Context: an optimization exercise on an open-source flow, tuned for small area, a short achievable clock period and few clock cycles per item. The choices shown serve that exercise and are no tape-out recipe. Only simulation tests tie the RTL to the original design; equivalence was not proved. No activity file was given, so power comes from the tool's default toggle rates.

==> flow/design.v <==
module line_codec (
    input  wire        clk,
    input  wire        rst,           
    input  wire        cmd_valid,
    output wire        cmd_ready,
    input  wire [15:0] cmd,
    input  wire [7:0]  len,
    input  wire [63:0] line_in,
    input  wire [63:0] data_in,       
    output reg         done,
    output reg  [15:0] rsp,
    output reg  [63:0] line_q,
    output reg  [63:0] data_q,
    output reg  [14:0] crc_q,
    output reg  [7:0]  enstat_q
);
    function [14:0] crc15m;
        input [48:0] msg;
        begin
            crc15m[0] = ^(msg & 49'h12862283a5edf);
            crc15m[1] = ^(msg & 49'h050c45074bdbe);
            crc15m[2] = ^(msg & 49'h0a188a0e97b7c);
            crc15m[3] = ^(msg & 49'h06b7369e8a827);
            crc15m[4] = ^(msg & 49'h1fe84fbeb0e91);
            crc15m[5] = ^(msg & 49'h1fd09f7d61d22);
            crc15m[6] = ^(msg & 49'h1fa13efac3a44);
            crc15m[7] = ^(msg & 49'h0dc45f7622a57);
            crc15m[8] = ^(msg & 49'h090e9c6fe0a71);
            crc15m[9] = ^(msg & 49'h121d38dfc14e2);
            crc15m[10] = ^(msg & 49'h16bc533c2771b);
            crc15m[11] = ^(msg & 49'h0d78a6784ee36);
            crc15m[12] = ^(msg & 49'h1af14cf09dc6c);
            crc15m[13] = ^(msg & 49'h15e299e13b8d8);
            crc15m[14] = ^(msg & 49'h19431141d2f6f);
        end
    endfunction
    wire [3:0] op  = cmd[3:0];
    wire [1:0] fmt = cmd[5:4];
    wire       lb  = cmd[6];
    wire       rsv_ok = (cmd[15:7] == 9'd0);
    wire is_crc  = rsv_ok && (op == 4'h1);
    wire is_dec  = rsv_ok && (op == 4'h2);
    wire is_enc  = rsv_ok && (op == 4'h3);
    wire is_chk  = rsv_ok && (op == 4'h4);
    wire bad_format = (is_dec && (fmt == 2'd3)) ||
                      (is_enc && ((fmt == 2'd3) || (fmt == 2'd0)));
    wire len_gt8 = (len[7:4] != 4'd0) || (len[3] && (len[2:0] != 3'd0));
    wire len_gt6 = (len[7:3] != 5'd0) || (len[2:0] == 3'd7);
    wire bad_length = is_enc && ((fmt == 2'd1) ? (!lb && len_gt8)
                                               : ((fmt == 2'd2) && len_gt6));
    wire ok_crc  = is_crc && (fmt == 2'd0) && !lb;
    wire ok_dec  = is_dec && (fmt != 2'd3) && !lb;
    wire ok_enc  = is_enc && (fmt[1] ^ fmt[0]) && !(fmt[0] && lb) && !bad_length;
    wire ok_chk  = is_chk && (fmt == 2'd0) && !lb;
    wire bad_param = !(ok_crc || ok_dec || ok_enc || ok_chk);
    wire bad_opc   = bad_param && !bad_format && !bad_length;
    wire sel_d  = cmd[2] || (cmd[1] && cmd[0]);             
    wire sel_u  = !cmd[0] && !cmd[2] && (fmt == 2'd0);      
    wire sel_lh = !sel_d;                                   
    wire sel_ll = !sel_d && !sel_u;                         
    wire sel_lb = sel_d && fmt[1];                          
    wire [7:0] sel_dk;
    genvar k;
    generate
        for (k = 0; k < 8; k = k + 1) begin : g_keep
            assign sel_dk[k] = sel_d && (cmd[2] || len[3] || (len[2:0] > k));
        end
    endgenerate
    wire [63:0] opnd_d;
    generate
        for (k = 0; k < 6; k = k + 1) begin : g_lo
            assign opnd_d[8*k +: 8] = (line_in[8*k +: 8]      & {8{sel_ll}})
                                    | (line_in[8*k + 15 +: 8] & {8{sel_u}})
                                    | (data_in[8*k +: 8]      & {8{sel_dk[k]}});
        end
    endgenerate
    assign opnd_d[62:48] = (line_in[62:48] & {15{sel_lh}})
                         | (data_in[62:48] & {{7{sel_dk[7]}}, {8{sel_dk[6]}}});
    assign opnd_d[63]    = (line_in[63] & sel_lh) | (data_in[63] & sel_dk[7])
                         | (lb & sel_lb);
    reg  [63:0] opnd;
    reg         a_v;                        
    reg         a_crc, a_dec, a_ddes, a_draw, a_enc, a_edes, a_chk;
    reg         a_bp, a_c1, a_c0;           
    always @(posedge clk) begin
        a_v    <= cmd_valid && !rst;
        opnd   <= opnd_d;
        a_crc  <= ok_crc;
        a_dec  <= ok_dec;
        a_ddes <= ok_dec && (fmt == 2'd2);
        a_draw <= ok_dec && (fmt == 2'd1);
        a_enc  <= ok_enc;
        a_edes <= ok_enc && fmt[1];
        a_chk  <= ok_chk;
        a_bp   <= bad_param;
        a_c1   <= bad_format || bad_length;
        a_c0   <= bad_opc || bad_length;
    end
    wire [14:0] crc_v = crc15m({opnd[63], opnd[47:0]});
    wire        ones  = &opnd;
    wire        crc_ok = (opnd[62:48] == crc_v);
    wire        mm    = a_ddes && !ones && !crc_ok;
    wire [2:0] en_count = (opnd[15:0]  == 16'hA5A5) +
                          (opnd[31:16] == 16'h5A5A) +
                          (opnd[47:32] == 16'hA5A5) +
                          (opnd[63:48] == 16'h5A5A);
    assign cmd_ready = 1'b1;
    always @(posedge clk) begin
        if (rst) begin
            done     <= 1'b0;
            rsp      <= 16'd0;
            line_q   <= 64'd0;
            data_q   <= 64'd0;
            crc_q    <= 15'd0;
            enstat_q <= 8'd0;
        end else begin
            done <= a_v;
            if (a_v) begin
                rsp <= {8'd0,
                        a_dec && !mm && opnd[63],                  
                        a_ddes && ones,                            
                        mm, 1'b0,                                  
                        a_c1, a_c0,                                
                        mm,                                        
                        a_bp};                                     
                if (a_crc)
                    crc_q <= crc_v;
                if (a_dec && !mm)
                    data_q[47:0] <= opnd[47:0];
                if (a_draw)
                    data_q[63:48] <= opnd[63:48];
                if (a_enc)
                    line_q <= {opnd[63], a_edes ? crc_v : opnd[62:48], opnd[47:0]};
                if (a_chk)
                    enstat_q <= {4'd0, (en_count != 3'd0), en_count};
            end
        end
    end
endmodule
==> flow/run.sh <==
#!/bin/bash
# synth_recipe.tcl (not shown) runs the flow's synth.tcl, then flattens the netlist and writes it again
# the make line also repeats each setting of config.mk as NAME=value (left out here)
make -C /OpenROAD-flow-scripts/flow DESIGN_CONFIG=/design/flow/config.mk WORK_HOME=/design/flow/orfs CLKGATE_MAP_FILE= SYNTH_SCRIPT=/design/flow/synth_recipe.tcl finish
==> flow/config.mk <==
export PLATFORM = sky130hd
export DESIGN_NAME = line_codec
export DESIGN_NICKNAME = line_codec
export VERILOG_FILES = /design/flow/design.v
export SDC_FILE = /design/flow/constraint.sdc
export NUM_CORES = 4
export LEC_CHECK = 0
export ABC_AREA = 1
export CAP_MARGIN = 20
export CORE_MARGIN = 2
export CORE_UTILIZATION = 40
export SETUP_SLACK_MARGIN = 5
export SLEW_MARGIN = 20
==> flow/constraint.sdc <==
create_clock -name core_clock -period 9.0 [get_ports {clk}]
set_input_delay 1.8000 -clock core_clock [delete_from_list [all_inputs] [get_ports {clk}]]
set_output_delay 1.8000 -clock core_clock [all_outputs]
set_load 0.01 [all_outputs]
==> flow_metrics.py, run 1 <==
metrics = {
    "clock_network": {
        "postCtsHoldBufs": 0,
        "htree_levels": 1,
        "cts_buffers": 25,
        "worstSkewPairLatency_ps": 550,
        "clockBufferDepth": 3,
        "cts_tree": "done",
        "clock-sinks": 229,
        "postCtsSetupBuffers": 0,
        "clkTransAtPathRegs_ps": 60,
        "cts_root_buf": "clkbuf_16",
    },
    "synthesis": {
        "synthTopCellsByArea": "dfxtp_1 32%, nand2_1 25%, nand3_1 7.6%, inv_1 5.8%, a21oi_1 5.5%",
        "synth_edf_count": 0,
        "synth_cell_type_count": 40,
        "synth_cells": 2308,
        "synthArstFlopShare": 0,
        "ys_top_cells_by_count": "944 x nand2_1, 229 x dfxtp_1, 217 x inv_1",
        "ys.flop_type": "dfxtp_1",
        "seq_area_frac_synth": 0.324,
        "syn_area_per_cell_sq_um": 6.14,
        "synth_most_common_cell": "nand2_1",
        "yosys_register_bits": 229,
        "yosysWarnings": 1,
        "syn_area_sq_um": 14200,
        "yosys.area.top_type_share": 0.324,
        "yosysTopAreaCell": "dfxtp_1",
    },
    "placement": {
        "port_buffers": 309,
        "place_congestion": 0.978,
        "hpwl_mm": 44.3,
    },
    "final_layout": {
        "fill_cells": 3545,
        "drive_above_1_share": 0.0395,
        "area_delta_synth_final_pct": 30.2,
        "final_nets": 2772,
        "antenna_cells": 0,
        "fin_util": 0.531,
    },
    "route": {
        "routed.top_layer": "met4",
        "wl_met2_mm": 24.6,
        "drc": 0,
        "avgRoutedWirePerCell_um": 18.3,
        "drt.antenna.violating_nets": 0,
        "dr.pass1.iters": 7,
        "drt_wl_total_mm": 55.6,
        "viasPerCell": 5.21,
        "num_vias": 15800,
        "wl_met1_mm": 24.3,
        "drt_iter0_drc": 1088,
        "wl_met3_mm": 3.96,
    },
    "sta": {
        "hold_viol": 0,
        "skew_ps": 22.6,
        "drv_slew": 0,
        "setup_viol": 0,
        "period_share": 0.409,
        "min_period_ps": 3680,
        "worst_pin_slew_ps": 1030,
        "rsz0062_at_grt": "no",
        "tns_ps": 0,
        "relSlewSlack": 0.311,
        "fmax_mhz": 271,
    },
    "critical_path": {
        "path_common_cell": "nand2_1",
        "r2r-start": "opnd[11]",
        "critical_path.top_delay_family": "simple AND/OR/NAND/NOR gates",
        "worstPathCellList": "inv_2, ha_1, inv_2, nand2_1, nand2_2, inv_2, nand3_1, nand2_1, nand3_1, nand3_1, nand2_1, nand2_1, nand2_1, nor2_1, nand2_1, nor2_1, nand2_1, nand2_4, clkbuf_16, nand3_1, nand2_1, nor2_1",
        "critical_path.max_fanout": 44,
        "end_kind": "flip-flop",
        "crit_arrival_ps": 4120,
        "critPathBufInv": 4,
        "critPathKind": "reg2reg",
        "cp-start-kind": "flip-flop",
        "crit_path_start": "opnd[11]",
        "required_ps": 9440,
        "crit_slowest_cell": "dfxtp_2",
        "cpPeakStageDelay_ps": 470,
    },
    "power_and_ir_drop": {
        "max-vdd-ir-drop_v": 0.000127,
        "power_density_nw_per_um2": 188,
        "leakagePower_nw": 9.03,
    },
    "global_route": {
        "grt_pass1_vias": 14700,
        "gr-usage-all-layers": 0.292,
        "antenna_found_initial": 0,
        "grt_pass1_wl_mm": 82.5,
        "grt_max_degree": 120,
        "grt_overflow": 0,
    },
    "die": {
        "die_h_um": 192,
        "core_area_sq_um": 34700,
        "die_x_um": 192,
        "dieArea_sq_um": 36900,
        "pin_count": 324,
        "num_rows": 68,
        "start_util": 0.408,
    },
    "hold_path": {
        "min-delay-start": "a_c1",
        "min-delay-path-class": "reg2reg",
    },
    "status": {
        "status": "complete, no violations",
    },
    "job": {
        "drv_cap": 0,
    },
}
## routing by layer
layer  up-vias  track usage
met4         0        0.135
met1      7156        0.387
met5         -            0
met3       130       0.0375
met2       665        0.472
li1       7879            -
## repair_timing
item,in CTS,in global routing
gates cloned,0,2
endpoints found under the setup margin,69,53
gates resized for setup,6,15
## cell usage in the layout (no fill, tap or decap), types with 8 or more instances in the layout
cell	instances
nor2_1	104
o221ai_1	25
nand3_1	216
nand4_1	18
inv_2	17
dfxtp_2	9
o22ai_1	8
conb_1	14
buf_4	9
inv_1	214
xnor2_1	16
ha_1	50
xor2_1	16
clkbuf_16	26
dfxtp_1	220
clkdlybuf4s50_1	309
o211ai_1	29
nand2_1	944
a21oi_1	156
clkinv_2	8
o21ai_0	112
## cell type report
type | instances | area [sq um] | area share
repair buffers | 322 | 3270 | 0.177
inverters | 237 | 897 | 0.0487
well taps | 455 | 569 | 0.0309
repair inverters | 1 | 7.51 | 0.000407
clock inverters | 15 | 170 | 0.00923
multi-input cells | 1748 | 8230 | 0.446
clock buffers | 31 | 698 | 0.0379
flip-flops and latches | 229 | 4600 | 0.249
## worst reg2reg max path, delay by kind of cell, from the launching register on
kind	cells	cell delay [ps]
buf+inv	4	760
flops	1	470
simple gates	17	1920
fa+ha+maj	1	450
## cells by family after synthesis
group                    Yosys count  share of synthesized area
XOR/XNOR                          34                     0.0216
adder cells (fa/ha/maj)           53                     0.0473
flip-flops                       229                      0.324
AO/OA/AOI/OAI                    334                      0.131
AND/OR/NAND/NOR                 1313                      0.377
other                              2                   0.000530
buffers and inverters            343                     0.0996
## metrics by stage
step,total power [W],instances,area (sq um),hold WS (ps),setup slack [ps]
final,0.00347,3038,18400,458,5320
after global routing,0.00368,3038,18400,481,5070
after CTS,0.00346,3035,18300,459,5090
after detailed placement,0.00239,2989,17500,442,4360
after global placement,0.00236,2988,17400,443,4080
after floorplan,0.00197,2320,14200,431,5560
## flip-flops by register name (all words and copies together), names as in the netlist, 4 cells and up
register / flops
crc_q: 15
data_q: 64
enstat_q: 4
line_q: 64
opnd: 64
rsp: 6
## report_power, final
group / switching [W] / leakage (nW) / internal, W / total [W]
registers: 0.0000893 / 1.87 / 0.00105 / 0.00114
clock network: 0.000433 / 0.417 / 0.000637 / 0.00107
logic: 0.000848 / 6.75 / 0.000414 / 0.00126
## worst paths after layout
kind / endpoint / slack [ps] / cells past startpoint
worst max-delay path: data_q[46] / 5320 / 22
worst min-delay path: rsp[3] / 460 / 2
worst max register to register: data_q[46] / 5320 / 22
worst min register to register: rsp[3] / 460 / 2
Testbench counts, summed over its fixed seeds: cycles 4,808, items 4,800.
==> run 2, diff against run 1 <==
--- a/flow/config.mk
+++ b/flow/config.mk
@@ -6,5 +6,5 @@
 export NUM_CORES = 4
 export LEC_CHECK = 0
-export ABC_AREA = 1
+export ABC_CLOCK_PERIOD_IN_PS = 3000
 export CAP_MARGIN = 20
 export CORE_MARGIN = 2
==> run 2 against run 1 <==
  * Still clean
  * Global-route usage fell by 0.93 points
  * Worst hold slack lost 8.0 ps
  * Area after synthesis shrank 19%
  * Cell area fell by 15%
  * Sequential power is essentially flat
  * Worst setup slack got worse by 180 ps
  * Flip-flop and latch count unchanged
  * Largest cell class unchanged
  * Highest routed layer unchanged
==> flow_metrics.py, run 2 <==
metrics = {
    "sta": {
        "fmax_mhz": 259,
        "drv_slew": 0,
        "worst_pin_slew_ps": 962,
        "period_share": 0.430,
        "relSlewSlack": 0.359,
        "skew_ps": 20.6,
        "rsz0062_at_grt": "no",
        "hold_viol": 0,
        "min_period_ps": 3870,
        "setup_viol": 0,
        "setup_slack_ps": 5130,
        "tns_ps": 0,
    },
    "die": {
        "pin_count": 324,
        "die_x_um": 173,
        "start_util": 0.404,
        "core_area_sq_um": 28500,
        "num_rows": 62,
        "die_h_um": 173,
        "dieArea_sq_um": 30100,
    },
    "route": {
        "drc": 0,
        "viasPerCell": 5.40,
        "drt.antenna.violating_nets": 0,
        "drt_wl_total_mm": 44.8,
        "dr.pass1.iters": 9,
        "avgRoutedWirePerCell_um": 23.3,
        "drt_iter0_drc": 1110,
        "num_vias": 10400,
    },
    "clock_network": {
        "cts_buffers": 25,
        "clockBufferDepth": 3,
        "htree_levels": 1,
        "clock-sinks": 229,
        "worstSkewPairLatency_ps": 540,
        "cts_tree": "done",
        "cts_root_buf": "clkbuf_16",
        "clkTransAtPathRegs_ps": 60,
        "postCtsHoldBufs": 0,
    },
    "power_and_ir_drop": {
        "p_switching_w": 0.00129,
        "power_frac_clock": 0.271,
        "swShare": 0.346,
        "leakagePower_nw": 6.08,
        "power_frac_comb": 0.421,
        "power_density_nw_per_um2": 238,
        "seqPwrFrac": 0.308,
        "p_int_w": 0.00245,
        "max-vdd-ir-drop_v": 0.000173,
    },
    "synthesis": {
        "seq_area_frac_synth": 0.399,
        "synth_cell_type_count": 53,
        "synth_most_common_cell": "dfxtp_1",
        "syn_area_sq_um": 11500,
        "ys.flop_type": "dfxtp_1",
        "yosysWarnings": 1,
        "yosys_register_bits": 229,
        "synthArstFlopShare": 0,
        "ys_top_cells_by_count": "229 x dfxtp_1, 158 x nand2_1, 140 x a21oi_1",
        "yosys.area.top_type_share": 0.399,
        "syn_area_per_cell_sq_um": 9.12,
        "synthTopCellsByArea": "dfxtp_1 40%, xnor3_1 7.4%, xnor2_1 7.2%, a21oi_1 6.1%, ha_1 5.7%",
        "synth_edf_count": 0,
        "yosysTopAreaCell": "dfxtp_1",
        "synth_cells": 1260,
    },
    "placement": {
        "place_inst": 1873,
        "place_congestion": 0.987,
        "dpl_cell_area_sq_um": 14700,
        "place_worst_setup_slack_ps": 4640,
        "port_buffers": 309,
        "hpwl_mm": 32.9,
    },
    "final_layout": {
        "final_cell_mix": "308 x clkdlybuf4s50_1, 208 x dfxtp_1, 157 x nand2_1, 139 x a21oi_1, 92 x xnor2_1",
        "antenna_cells": 0,
        "fin_cells": 1925,
        "top_regs": "data_q: 64 flops, line_q: 64 flops, opnd: 64 flops",
        "fin_util": 0.553,
        "final_nets": 1732,
        "area_delta_synth_final_pct": 36.9,
        "final_common_cell": "clkdlybuf4s50_1",
        "drive_above_1_share": 0.0629,
        "fin_area_sq_um": 15700,
    },
    "global_route": {
        "antenna_found_initial": 1,
        "grt_max_degree": 91,
        "gr-usage-all-layers": 0.283,
        "grt_pass1_wl_mm": 64.2,
        "grt_overflow": 0,
        "grt_pass1_vias": 10300,
    },
    "critical_path": {
        "critical_path.max_fanout": 25,
        "required_ps": 9450,
        "end_kind": "flip-flop",
        "crit_arrival_ps": 4320,
        "critPathKind": "reg2reg",
        "cp-start-kind": "flip-flop",
    },
    "hold_path": {
        "min-delay-path-class": "reg2reg",
    },
    "status": {
        "status": "complete, no violations",
    },
    "job": {
        "drv_cap": 0,
    },
}
run 2: cell count changes in the layout (fill, tap and decap cells not counted), sizes merged, moves of 48 or more:
cell and change:
inv -153, xnor2 +81, nand3 -162, nand2 -788, o21ai -64, a222oi +48
run 2: power by group through the flow:
stage	sequential, W	clock (W)	combinational (W)
floorplan	0.00110	0	0.00113
global placement	0.00117	0	0.00149
detailed placement	0.00117	0	0.00150
CTS	0.00115	0.00103	0.00151
global route	0.00116	0.00107	0.00166
finish	0.00115	0.00102	0.00158
run 2: timing repair:
item	CTS	global route
setup endpoints to repair	50	50
cloned	0	2
endpoints found under the hold margin	0	0
pin swaps	0	6
gates resized for setup	6	24
setup buffers	0	5
run 2: stage by stage:
stage	hold slack, ps	power [W]
3_3_place_gp	442	0.00266
2_1_floorplan	441	0.00223
4_1_cts	455	0.00369
6_report	450	0.00375
3_5_place_dp	447	0.00267
5_1_grt	477	0.00389
run 2: cell type report:
cell class                 count  area (sq um)
clock inverter                 9          70.1
clock buffer                  35           743
timing repair buffer         325          3260
inverter                      79           297
fill                        2650         12700
tap                          384           480
sequential                   229          4610
multi-input combinational    864          6270
run 2: worst max-delay path, stage by stage, from the launching register on:
cell and delay [ps]:
dfxtp_1 570, ha_1 370, xnor3_1 410, xnor3_1 270, xnor3_1 450, xnor2_2 240
o2111ai_1 130, a2111o_1 440, o31ai_4 270, buf_4 160, buf_12 170, nand3_1 140
a21oi_1 150
run 2: per-layer routing:
| layer | vias up | wire length (um) | GRT usage |
|---|---|---|---|
| met4 | 0 | 1660 | 0.113 |
| li1 | 4879 | - | - |
| met5 | - | 0 | 0 |
| met2 | 504 | 21000 | 0.468 |
| met1 | 4925 | 18500 | 0.361 |
| met3 | 94 | 3670 | 0.0610 |
run 2: logic make-up (layout without fill, tap and decap cells):
family / after synthesis / after routing / share of synthesized area
DFF: 229 / 229 / 0.399
and+or+nand+nor: 329 / 329 / 0.126
AOI/OAI and AO/OA: 297 / 298 / 0.167
xor gates and xnor gates: 161 / 161 / 0.175
other: 2 / 14 / 0.000654
buffers and inverters: 180 / 448 / 0.0661
muxes: 9 / 9 / 0.00784
adders and majority gates: 53 / 53 / 0.0584
run 2: worst paths after layout:
path | startpoint | end | slack (ps) | depth (start not counted)
max | opnd[10] | data_q[24] | 5130 | 12
min reg2reg | line_q[30] | line_q[30] | 450 | 2
min | line_q[30] | line_q[30] | 450 | 2
max reg2reg | opnd[10] | data_q[24] | 5130 | 12
==> run 3, diff against run 2 <==
--- a/flow/design.v
+++ b/flow/design.v
@@ -9,9 +9,9 @@
     input  wire [63:0] data_in,       
     output reg         done,
-    output reg  [15:0] rsp,
+    output wire [15:0] rsp,
     output reg  [63:0] line_q,
     output reg  [63:0] data_q,
     output reg  [14:0] crc_q,
-    output reg  [7:0]  enstat_q
+    output wire [7:0]  enstat_q
 );
     function [14:0] crc15m;
@@ -106,22 +106,24 @@
                           (opnd[63:48] == 16'h5A5A);
     assign cmd_ready = 1'b1;
+    reg [5:0] rsp_r;                        
+    reg [3:0] enstat_r;
+    assign rsp      = {8'd0, rsp_r[5:4], rsp_r[3], 1'b0, rsp_r[2:1], rsp_r[3], rsp_r[0]};
+    assign enstat_q = {4'd0, enstat_r};
     always @(posedge clk) begin
         if (rst) begin
             done     <= 1'b0;
-            rsp      <= 16'd0;
+            rsp_r    <= 6'd0;
             line_q   <= 64'd0;
             data_q   <= 64'd0;
             crc_q    <= 15'd0;
-            enstat_q <= 8'd0;
+            enstat_r <= 4'd0;
         end else begin
             done <= a_v;
             if (a_v) begin
-                rsp <= {8'd0,
-                        a_dec && !mm && opnd[63],                  
-                        a_ddes && ones,                            
-                        mm, 1'b0,                                  
-                        a_c1, a_c0,                                
-                        mm,                                        
-                        a_bp};                                     
+                rsp_r <= {a_dec && !mm && opnd[63],               
+                          a_ddes && ones,                           
+                          mm,                                       
+                          a_c1, a_c0,                               
+                          a_bp};                                    
                 if (a_crc)
                     crc_q <= crc_v;
@@ -133,5 +135,5 @@
                     line_q <= {opnd[63], a_edes ? crc_v : opnd[62:48], opnd[47:0]};
                 if (a_chk)
-                    enstat_q <= {4'd0, (en_count != 3'd0), en_count};
+                    enstat_r <= {(en_count != 3'd0), en_count};
             end
         end
--- a/flow/config.mk
+++ b/flow/config.mk
@@ -9,5 +9,5 @@
 export CAP_MARGIN = 20
 export CORE_MARGIN = 2
-export CORE_UTILIZATION = 40
+export CORE_UTILIZATION = 55
 export SETUP_SLACK_MARGIN = 5
 export SLEW_MARGIN = 20
==> run 3 against run 2 <==
  * Clock-buffer cell count fell by 3
  * Wire length shrank 9.4%
  * Critical endpoint is now data_q[10]
  * Still clean on timing, DRC and antenna
  * Critical path depth unchanged
==> flow_metrics.py, run 3 <==
metrics = {
    "clock_network": {
        "clock-sinks": 229,
        "postCtsHoldBufs": 0,
        "clockBufferDepth": 3,
        "cts_root_buf": "clkbuf_16",
        "clkTransAtPathRegs_ps": 60,
        "cts_tree": "done",
        "worstSkewPairLatency_ps": 520,
        "cts_buffers": 22,
        "htree_levels": 1,
    },
    "die": {
        "dieArea_sq_um": 21900,
        "pin_count": 324,
        "core_area_sq_um": 20300,
        "start_util": 0.562,
        "die_x_um": 148,
        "die_h_um": 148,
        "num_rows": 52,
    },
    "synthesis": {
        "synth_edf_count": 0,
        "synthArstFlopShare": 0,
        "ys_top_cells_by_count": "229 x dfxtp_1, 155 x nand2_1, 140 x a21oi_1",
        "ys.flop_type": "dfxtp_1",
        "synth_most_common_cell": "dfxtp_1",
        "synthTopCellsByArea": "dfxtp_1 40%, xnor2_1 8.3%, a21oi_1 6.1%, ha_1 5.7%, xnor3_1 5.1%",
        "yosysTopAreaCell": "dfxtp_1",
        "synth_cells": 1260,
        "syn_area_sq_um": 11400,
        "seq_area_frac_synth": 0.402,
        "yosys.area.top_type_share": 0.402,
        "yosysWarnings": 1,
        "yosys_register_bits": 229,
        "syn_area_per_cell_sq_um": 9.05,
        "synth_cell_type_count": 51,
    },
    "sta": {
        "fmax_mhz": 259,
        "rsz0062_at_grt": "no",
        "hold_ws_ps": 452,
        "period_share": 0.429,
        "min_period_ps": 3860,
        "worst_pin_slew_ps": 1010,
        "hold_viol": 0,
        "drv_slew": 0,
        "setup_viol": 0,
        "relSlewSlack": 0.326,
        "tns_ps": 0,
        "skew_ps": 9.84,
    },
    "route": {
        "drt.antenna.violating_nets": 0,
        "avgRoutedWirePerCell_um": 22.5,
        "num_vias": 10600,
        "drt_wl_total_mm": 40.6,
        "drt_iter0_drc": 1302,
        "viasPerCell": 5.88,
        "dr.pass1.iters": 14,
        "drc": 0,
    },
    "final_layout": {
        "final_common_cell": "clkdlybuf4s50_1",
        "fin_cells": 1800,
        "final_cell_mix": "308 x clkdlybuf4s50_1, 209 x dfxtp_1, 153 x nand2_1, 139 x a21oi_1, 103 x xnor2_1",
        "final_nets": 1722,
        "drive_above_1_share": 0.0614,
        "antenna_cells": 0,
        "top_regs": "data_q: 64 flops, line_q: 64 flops, opnd: 64 flops",
        "area_delta_synth_final_pct": 35.1,
    },
    "critical_path": {
        "end_kind": "flip-flop",
        "critical_path.max_fanout": 49,
        "crit_arrival_ps": 4280,
        "required_ps": 9430,
        "critPathKind": "reg2reg",
        "cp-start-kind": "flip-flop",
    },
    "status": {
        "status": "complete, no violations",
    },
    "job": {
        "drv_cap": 0,
    },
    "hold_path": {
        "min-delay-path-class": "reg2reg",
    },
    "global_route": {
        "grt_pass1_wl_mm": 59.3,
        "antenna_found_initial": 0,
        "grt_pass1_vias": 10200,
        "grt_max_degree": 97,
        "grt_overflow": 0,
        "gr-usage-all-layers": 0.357,
    },
    "placement": {
        "place_congestion": 1.02,
        "hpwl_mm": 30.1,
        "port_buffers": 309,
        "place_inst": 1758,
    },
    "power_and_ir_drop": {
        "max-vdd-ir-drop_v": 0.000153,
        "finalPower_w": 0.00361,
        "leakagePower_nw": 5.92,
        "power_density_nw_per_um2": 234,
    },
}
==> run 3: cell count changes in the layout (fill, tap and decap cells not counted), sizes merged, moves of 3 or more <==
cell	before	now
buf	16	11
clkbuf	36	32
nand2	158	155
nor2	60	56
xnor2	98	109
xnor3	38	27
xor2	21	35
==> run 3: critical path, cell delays in order (launching register included) <==
cell and delay [ps]:
dfxtp_2 470, inv_1 70, ha_1 390, xor2_1 240, xnor3_1 470, xnor2_2 220
xnor3_1 350, nor4_1 260, nand4_1 210, o311ai_4 330, buf_6 370, nand3_1 130
a21oi_1 190
==> run 3: timing repair <==
action                                  4_1_cts  5_1_grt
setup buffers                                 0        1
resized for setup                             4       31
pin swaps                                     0        2
endpoints found under the setup margin       49       50
==> run 3: logic make-up (layout without fill, tap and decap cells) <==
logic type      after synthesis  after routing  share of synthesized area
fa+ha+maj                    53             53                     0.0588
xor+xnor                    177            177                      0.178
other cells                   2             14                   0.000658
buf+inv                     178            436                     0.0657
simple gates                321            321                      0.124
mux                           9              9                    0.00790
flops                       229            229                      0.402
compound gates              291            291                      0.163
==> run 3: path summary, 6_finish.rpt <==
kind	end	slack, ps	from	depth (start not counted)
setup / recovery	data_q[10]	5140	opnd[12]	12
hold / removal	line_q[3]	450	line_q[3]	2
setup reg to reg	data_q[10]	5140	opnd[12]	12
hold reg to reg	line_q[3]	450	line_q[3]	2
==> run 3: area by class of cell <==
cell class / instances / area, sq um
Inverter: 77 / 289
Timing Repair Buffer: 319 / 3190
Clock inverter: 8 / 71.3
Tap cell: 270 / 338
Sequential cell: 229 / 4610
Clock buffer: 32 / 679
Fill cell: 1504 / 4880
Multi-Input combinational cell: 865 / 6230
==> run 3: through the flow <==
step                utilization  area (sq um)  setup WS, ps
floorplan                     -         11500          5490
global placement          0.715         14500          4880
detailed placement        0.715         14500          4910
CTS                       0.752         15300          5000
global route              0.759         15400          5030
finish                    0.759         15400          5140
==> run 3: power breakdown <==
part	switching [W]	total (W)	internal (W)
combinational	0.000728	0.00151	0.000781
clock	0.000397	0.000950	0.000553
sequential	0.000103	0.00115	0.00105
==> run 3: metal layers <==
metal / up-vias / track usage / share of wire
met3: 121 / 0.0534 / 0.092
li1: 4810 / - / -
met2: 673 / 0.590 / 0.48
met5: - / 0 / 0
met1: 4983 / 0.464 / 0.38
met4: 0 / 0.165 / 0.045
Testbench counts of run 3, summed over its fixed seeds: cycles 4,808, items 4,800.
==> run 4, diff against run 3 <==
==> flow/flow/run.sh (new file) <==
#!/bin/bash
# Standard ORFS layout, with the port buffers made from the smallest buffer
# cell instead of the flow's default pick (repair may still upsize them).
set -euo pipefail
bash standard.sh BUFFER_PORTS_ARGS="-buffer_cell sky130_fd_sc_hd__buf_1" finish > standard.log 2>&1
==> flow/standard.sh (new file) <==
#!/bin/bash
# synth_recipe.tcl (not shown) runs the flow's synth.tcl, then flattens the netlist and writes it again
# the make line also repeats each setting of config.mk as NAME=value (left out here)
make -C /OpenROAD-flow-scripts/flow DESIGN_CONFIG=/design/flow/config.mk WORK_HOME=/design/flow/orfs CLKGATE_MAP_FILE= SYNTH_SCRIPT=/design/flow/synth_recipe.tcl "${@:-finish}"
removed: flow/run.sh
==> run 4 against run 3 <==
  * Die area did not move
  * Worst setup slack got worse by 71 ps
  * Clock-buffer cell count rose by 1
  * Final cell count rose by 0.28%
  * Clock skew rose by 5.4 ps
  * Utilization fell by 9.4 points
  * Cell area fell by 12%
  * Sequential share of layout area rose by 4.1 points
  * Worst hold slack improved by 1.8 ps
  * Via count fell by 1.8%
  * Largest cell class unchanged
  * Largest power group unchanged
==> flow_metrics.py, run 4 <==
metrics = {
    "route": {
        "dr.pass1.iters": 9,
        "viasPerCell": 5.76,
        "avgRoutedWirePerCell_um": 21.9,
        "drt_wl_total_mm": 39.6,
        "num_vias": 10400,
        "drc": 0,
        "drt_iter0_drc": 1118,
        "drt.antenna.violating_nets": 0,
    },
    "sta": {
        "tns_ps": 0,
        "rsz0062_at_grt": "no",
        "min_period_ps": 3930,
        "relSlewSlack": 0.318,
        "skew_ps": 15.3,
        "setup_viol": 0,
        "period_share": 0.436,
        "drv_slew": 0,
        "hold_viol": 0,
        "worst_pin_slew_ps": 1020,
        "fmax_mhz": 255,
    },
    "synthesis": {
        "seq_area_frac_synth": 0.402,
        "synth_cells": 1260,
        "synthArstFlopShare": 0,
        "synth_xor_area_frac": 0.178,
        "yosysWarnings": 1,
        "yosysTopAreaCell": "dfxtp_1",
        "synth-simple-area-share": 0.124,
        "syn_area_per_cell_sq_um": 9.05,
        "synth_mux_area_frac": 0.00790,
        "synth_top_family_by_area": "XOR/XNOR gates",
        "synthTopCellsByArea": "dfxtp_1 40%, xnor2_1 8.3%, a21oi_1 6.1%, ha_1 5.7%, xnor3_1 5.1%",
        "ys_top_cells_by_count": "229 x dfxtp_1, 155 x nand2_1, 140 x a21oi_1",
        "synth_cell_type_count": 51,
        "yosys_register_bits": 229,
        "ys.flop_type": "dfxtp_1",
        "syn_area_sq_um": 11400,
        "synth_compound_area_frac": 0.163,
        "synth_edf_count": 0,
        "yosys.area.top_type_share": 0.402,
        "synthAdderAreaFrac": 0.0588,
        "synth_most_common_cell": "dfxtp_1",
    },
    "global_route": {
        "gr-usage-all-layers": 0.345,
        "grt_overflow": 0,
        "antenna_found_initial": 2,
        "grt_pass1_wl_mm": 57.5,
        "grt_pass1_vias": 9700,
        "grt_max_degree": 98,
    },
    "critical_path": {
        "r2r-end": "data_q[26]",
        "worstPathCellList": "ha_1, xnor3_1, xor2_2, xnor2_2, xnor3_1, xor2_1, nand4_1, o311a_1, buf_4, o21ai_0, a21oi_1",
        "crit_arrival_ps": 4280,
        "path_common_cell": "xnor3_1",
        "cp-start-kind": "flip-flop",
        "required_ps": 9350,
        "rrSetupSlack_ps": 5070,
        "critical_path.top_delay_family": "XOR/XNOR gates",
        "crit_slowest_cell": "dfxtp_1",
        "end_kind": "flip-flop",
        "critPathKind": "reg2reg",
        "ff2ff_path_depth": 11,
        "cpPeakStageDelay_ps": 560,
        "critical_path.max_fanout": 49,
        "r2r-start": "opnd[42]",
        "critPathBufInv": 1,
    },
    "clock_network": {
        "clock-sinks": 229,
        "postCtsHoldBufs": 0,
        "cts_buffers": 24,
        "worstSkewPairLatency_ps": 520,
        "clkTransAtPathRegs_ps": 70,
        "postCtsSetupBuffers": 0,
        "cts_tree": "done",
        "cts_root_buf": "clkbuf_16",
        "post_cts_resized": 5,
        "clockBufferDepth": 3,
        "htree_levels": 1,
    },
    "final_layout": {
        "drive_above_1_share": 0.0548,
        "final_cell_mix": "308 x buf_1, 215 x dfxtp_1, 154 x nand2_1, 139 x a21oi_1, 105 x xnor2_1",
        "area_delta_synth_final_pct": 18.4,
        "multi_input_area_sq_um": 6190,
        "seqCellArea_sq_um": 4600,
        "final_nets": 1724,
        "fin_cells": 1805,
        "top_regs": "data_q: 64 flops, line_q: 64 flops, opnd: 64 flops",
        "fill_cells": 1733,
        "final_common_cell": "buf_1",
    },
    "placement": {
        "hpwl_mm": 29.6,
        "port_buffers": 309,
        "place_congestion": 1.00,
        "place_inst": 1759,
    },
    "hold_path": {
        "min-delay-path-class": "reg2reg",
        "min-delay-start": "line_q[8]",
        "hold_end": "line_q[8]",
        "holdPathStages": 2,
    },
    "job": {
        "drv_cap": 0,
    },
    "die": {
        "core_area_sq_um": 20300,
        "dieArea_sq_um": 21900,
        "die_x_um": 148,
        "num_rows": 52,
        "die_h_um": 148,
        "start_util": 0.562,
        "pin_count": 324,
    },
    "status": {
        "status": "complete, no violations",
    },
    "power_and_ir_drop": {
        "leakagePower_nw": 5.18,
        "max-vdd-ir-drop_v": 0.000239,
        "power_density_nw_per_um2": 266,
    },
}
-- run 4: area by class of cell --
cell class	count	share of cell area
Timing Repair Buffer	319	0.0934
Sequential cell	229	0.341
Tap cell	270	0.0250
Antenna cell	1	0.000185
Inverter	77	0.0214
Clock buffer	33	0.0522
Clock inverter	11	0.00908
Multi-Input combinational cell	865	0.458
-- run 4: power by group --
part	internal, W	switching, W
Sequential	0.00105	0.000100
Combinational	0.000717	0.000709
Clock	0.000611	0.000416
Total	0.00237	0.00123
-- run 4: worst max-delay path by stage --
stage                   from         end  slack (ps)  cells past startpoint
floorplan           opnd[43]  data_q[39]        5490                     14
detailed placement  opnd[43]  data_q[10]        4910                     12
global placement    opnd[43]   data_q[3]        4940                     12
global route        opnd[42]  data_q[26]        4960                     11
finish              opnd[42]  data_q[26]        5070                     11
CTS                 opnd[13]   data_q[8]        5030                     11
-- run 4: layer usage --
layer  wire (um)  vias to the layer above  GRT usage
met5           0                        -          0
met4        1300                        0      0.116
met3        3630                       74     0.0660
met2       18900                      554      0.565
met1       15700                     4943      0.461
li1            -                     4827          -
-- run 4: worst min-delay path, delay by kind of cell (launching register included) --
| kind | cells | cell delay [ps] |
|---|---|---|
| AO/OA/AOI/OAI | 1 | 50 |
| flip-flops | 1 | 310 |
| AND/OR/NAND/NOR | 1 | 50 |
-- run 4: cell families (layout without fill, tap and decap cells) --
family                   Yosys count  count (layout)
AND/OR/NAND/NOR                  321             321
AO/OA/AOI/OAI                    291             291
flip-flops                       229             229
buffers and inverters            178             440
XOR/XNOR                         177             177
adder cells (fa/ha/maj)           53              53
multiplexers                       9               9
other                              2              15
-- run 4: stage by stage --
step / instance area, sq um / setup WS [ps] / hold slack (ps) / total power [W] / util
after floorplan: 11500 / 5490 / 441 / 0.00221 / -
after global placement: 12600 / 4940 / 442 / 0.00255 / 0.620
after detailed placement: 12600 / 4910 / 448 / 0.00254 / 0.620
after CTS: 13400 / 5030 / 457 / 0.00356 / 0.661
after global routing: 13500 / 4960 / 472 / 0.00371 / 0.666
final: 13500 / 5070 / 454 / 0.00360 / 0.666
==> run 5, diff against run 4 <==
--- a/flow/design.v
+++ b/flow/design.v
@@ -83,4 +83,10 @@
     reg         a_crc, a_dec, a_ddes, a_draw, a_enc, a_edes, a_chk;
     reg         a_bp, a_c1, a_c0;           
+    reg         a_ones;                     
+    reg  [2:0]  a_cnt;                      
+    wire [2:0] en_count = (data_in[15:0]  == 16'hA5A5) +
+                          (data_in[31:16] == 16'h5A5A) +
+                          (data_in[47:32] == 16'hA5A5) +
+                          (data_in[63:48] == 16'h5A5A);
     always @(posedge clk) begin
         a_v    <= cmd_valid && !rst;
@@ -96,13 +102,11 @@
         a_c1   <= bad_format || bad_length;
         a_c0   <= bad_opc || bad_length;
+        a_ones <= &line_in;
+        a_cnt  <= en_count;
     end
     wire [14:0] crc_v = crc15m({opnd[63], opnd[47:0]});
-    wire        ones  = &opnd;
+    wire        ones  = a_ones;
     wire        crc_ok = (opnd[62:48] == crc_v);
     wire        mm    = a_ddes && !ones && !crc_ok;
-    wire [2:0] en_count = (opnd[15:0]  == 16'hA5A5) +
-                          (opnd[31:16] == 16'h5A5A) +
-                          (opnd[47:32] == 16'hA5A5) +
-                          (opnd[63:48] == 16'h5A5A);
     assign cmd_ready = 1'b1;
     reg [5:0] rsp_r;                        
@@ -135,5 +139,5 @@
                     line_q <= {opnd[63], a_edes ? crc_v : opnd[62:48], opnd[47:0]};
                 if (a_chk)
-                    enstat_r <= {(en_count != 3'd0), en_count};
+                    enstat_r <= {(a_cnt != 3'd0), a_cnt};
             end
         end
==> run 5 against run 4 <==
  * Synthesized cell count is 1.6% lower
  * Cell area is 0.19% higher
  * Register-to-register slack improved by 40 ps
  * Global-route usage decreased by 0.83 points
  * Area after synthesis is 0.13% higher
  * Wire length fell by 2.0%
  * Sequential share of layout area up 0.47 points
  * Worst hold slack lost 4.5 ps
  * Clock-buffer cell count increased by 3
  * Fmax is 1.1% higher
  * Flip-flop and latch count is 4 higher
==> flow_metrics.py, run 5 <==
metrics = {
    "status": {
        "status": "complete, no violations",
    },
    "synthesis": {
        "ys.flop_type": "dfxtp_1",
        "synth_most_common_cell": "dfxtp_1",
        "yosys_register_bits": 233,
        "yosysWarnings": 1,
        "ys_top_cells_by_count": "233 x dfxtp_1, 156 x nand2_1, 139 x a21oi_1",
        "synth_edf_count": 0,
        "synth_cell_type_count": 54,
        "syn_area_sq_um": 11400,
        "synth_cells": 1240,
        "synthArstFlopShare": 0,
        "seq_area_frac_synth": 0.408,
        "yosysTopAreaCell": "dfxtp_1",
        "syn_area_per_cell_sq_um": 9.21,
        "synthTopCellsByArea": "dfxtp_1 41%, xnor3_1 9.1%, xnor2_1 6.6%, a21oi_1 6.1%, nand2_1 5.1%",
        "yosys.area.top_type_share": 0.408,
    },
    "power_and_ir_drop": {
        "finalPower_w": 0.00368,
        "power_density_nw_per_um2": 272,
        "max-vdd-ir-drop_v": 0.000169,
        "leakagePower_nw": 5.15,
    },
    "die": {
        "die_x_um": 148,
        "dieArea_sq_um": 21900,
        "num_rows": 52,
        "core_area_sq_um": 20300,
        "pin_count": 324,
        "die_h_um": 148,
        "start_util": 0.563,
    },
    "route": {
        "num_vias": 10400,
        "drt.antenna.violating_nets": 0,
        "dr.pass1.iters": 13,
        "drt_wl_total_mm": 38.8,
        "drt_iter0_drc": 1155,
        "drc": 0,
        "viasPerCell": 5.88,
        "avgRoutedWirePerCell_um": 21.9,
    },
    "clock_network": {
        "cts_tree": "done",
        "clockBufferDepth": 3,
        "htree_levels": 1,
        "cts_root_buf": "clkbuf_16",
        "clock-sinks": 233,
        "post_cts_resized": 2,
        "postCtsSetupBuffers": 0,
        "cts_buffers": 24,
        "postCtsHoldBufs": 0,
        "worstSkewPairLatency_ps": 510,
        "clkTransAtPathRegs_ps": 60,
    },
    "sta": {
        "fmax_mhz": 257,
        "hold_ws_ps": 450,
        "setup_slack_ps": 5120,
        "relSlewSlack": 0.313,
        "skew_ps": 14.5,
        "rsz0062_at_grt": "no",
        "period_share": 0.432,
        "setup_viol": 0,
        "min_period_ps": 3880,
        "tns_ps": 0,
        "hold_viol": 0,
        "drv_slew": 0,
        "worst_pin_slew_ps": 1030,
    },
    "final_layout": {
        "multi_input_area_sq_um": 6200,
        "fin_cells": 1768,
        "fill_cells": 1752,
        "seqCellArea_sq_um": 4670,
        "area_delta_synth_final_pct": 18.5,
        "drive_above_1_share": 0.0534,
        "final_common_cell": "buf_1",
        "final_cell_mix": "308 x buf_1, 225 x dfxtp_1, 155 x nand2_1, 139 x a21oi_1, 80 x xnor2_1",
        "top_regs": "data_q: 64 flops, line_q: 64 flops, opnd: 64 flops",
        "final_nets": 1642,
    },
    "placement": {
        "port_buffers": 309,
        "place_congestion": 0.980,
        "place_inst": 1724,
        "place_worst_setup_slack_ps": 4860,
        "hpwl_mm": 29.1,
    },
    "critical_path": {
        "critPathKind": "reg2reg",
        "cp-start-kind": "flip-flop",
        "critical_path.max_fanout": 49,
        "required_ps": 9350,
        "end_kind": "flip-flop",
        "crit_arrival_ps": 4230,
    },
    "global_route": {
        "grt_max_degree": 97,
        "grt_pass1_vias": 9488,
        "grt_pass1_wl_mm": 56.5,
        "grt_overflow": 0,
        "gr-usage-all-layers": 0.337,
        "antenna_found_initial": 0,
    },
    "job": {
        "drv_cap": 0,
    },
    "hold_path": {
        "min-delay-path-class": "reg2reg",
    },
}
[run 5: cell count changes after synthesis, moves of 4 or more]
cell      delta
xnor3_1     +20
ha_1        -46
o21ai_1     +45
dfxtp_1      +4
buf_2        +6
o21ai_0     -46
clkbuf_1    +10
nand4_1      +5
xnor2_1     -22
inv_1       -24
nor4bb_1     +5
[run 5: worst max-delay path: stages (launching register included)]
cell and delay (ps):
dfxtp_1 600, xnor2_1 200, xnor3_1 390, xnor3_1 440
xor2_1 320, xnor2_1 100, or4_1 600, o41a_1 440
buf_4 280, o21ai_1 210, a21oi_1 80
[run 5: kinds of logic (layout without fill, tap and decap cells)]
kind of cell             count (synthesis)  count (layout)  synth area share
AO/OA/AOI/OAI                          293             293             0.166
XOR/XNOR                               177             177             0.204
adder cells (fa/ha/maj)                  7               7           0.00833
buffers and inverters                  170             415            0.0630
flip-flops                             233             233             0.408
multiplexers                            10              10           0.00887
other                                    2              15          0.000657
AND/OR/NAND/NOR                        348             348             0.141
[run 5: path summary, 6_finish.rpt]
path	to	slack (ps)	cells past startpoint	from
worst max-delay path	data_q[12]	5120	10	opnd[29]
worst min-delay path	line_q[40]	450	2	line_q[40]
worst max register to register	data_q[12]	5120	10	opnd[29]
worst min register to register	line_q[40]	450	2	line_q[40]
[run 5: power breakdown]
| part | leakage [nW] | switching (W) | total [W] | internal, W |
|---|---|---|---|---|
| Combinational | 2.81 | 0.000727 | 0.00144 | 0.000717 |
| Sequential | 1.90 | 0.0000869 | 0.00115 | 0.00106 |
| Clock | 0.432 | 0.000403 | 0.00108 | 0.000680 |
| Total | 5.15 | 0.00122 | 0.00368 | 0.00246 |
[run 5: area by class of cell]
type | count | area share
diodes | 1 | 0.000185
clock buffers | 36 | 0.0544
inverters | 53 | 0.0147
well taps | 270 | 0.0250
multi-input cells | 849 | 0.458
flip-flops and latches | 233 | 0.345
repair buffers | 319 | 0.0921
clock inverters | 7 | 0.0105
[run 5: stage by stage]
step / utilization / area (sq um)
global placement: 0.618 / 12500
detailed placement: 0.618 / 12500
global route: 0.667 / 13500
floorplan: - / 11500
finish: 0.667 / 13500
CTS: 0.662 / 13400
[run 5: routing by layer]
| metal | track usage | wire length (um) | share of wire | vias to the layer above |
|---|---|---|---|---|
| met3 | 0.0402 | 3420 | 0.088 | 81 |
| met5 | 0 | 0 | 0 | - |
| met4 | 0.108 | 1090 | 0.028 | 0 |
| met2 | 0.555 | 18500 | 0.48 | 608 |
| li1 | - | - | - | 4783 |
| met1 | 0.467 | 15800 | 0.41 | 4927 |
Testbench counts of run 5, summed over its fixed seeds: cycles 4,808, items 4,800.

==> separate check: timing with driven ports <==
How much do the figures lean on ideal ports? The routed layouts below were timed once more, with nothing changed but the port constraints.
Step 1: set_driving_cell puts a clkbuf_16 on clk and a buf_2 on each other input, an assumption about the parent block.
Step 2 times the ports against the registers' clock, not the clock port: input delays grow and output delays shrink by t, the midpoint of the rising clock arrivals with the driver on.
Three values: ideal ports, drivers, drivers and shift; two values: the first two.
| run | shift t [ns] | setup slack, ns | hold WS [ns] | worst slew at a driven data input, ns |
|---|---|---|---|---|
| run 1 | 0.602 | 5.316 / 5.316 / 4.834 | 0.458 / 0.458 / 0.458 | 0.05 |
| run 2 | 0.575 | 5.132 / 5.132 / 4.766 | 0.450 / 0.450 / 0.450 | 0.05 |
| run 3 | 0.561 | 5.143 / 5.143 / 4.900 | 0.452 / 0.452 / 0.452 | 0.07 |
| run 4 | 0.563 | 5.072 / 5.072 / 5.072 | 0.454 / 0.454 / 0.454 | 0.07 |
| run 5 | 0.557 | 5.116 / 5.116 / 5.116 | 0.450 / 0.450 / 0.450 | 0.09 |
After both steps setup and hold are still met in every run listed. The setup slack of run 1, which loses most, moves by 0.000 ns with the drivers and by -0.482 ns with both steps.
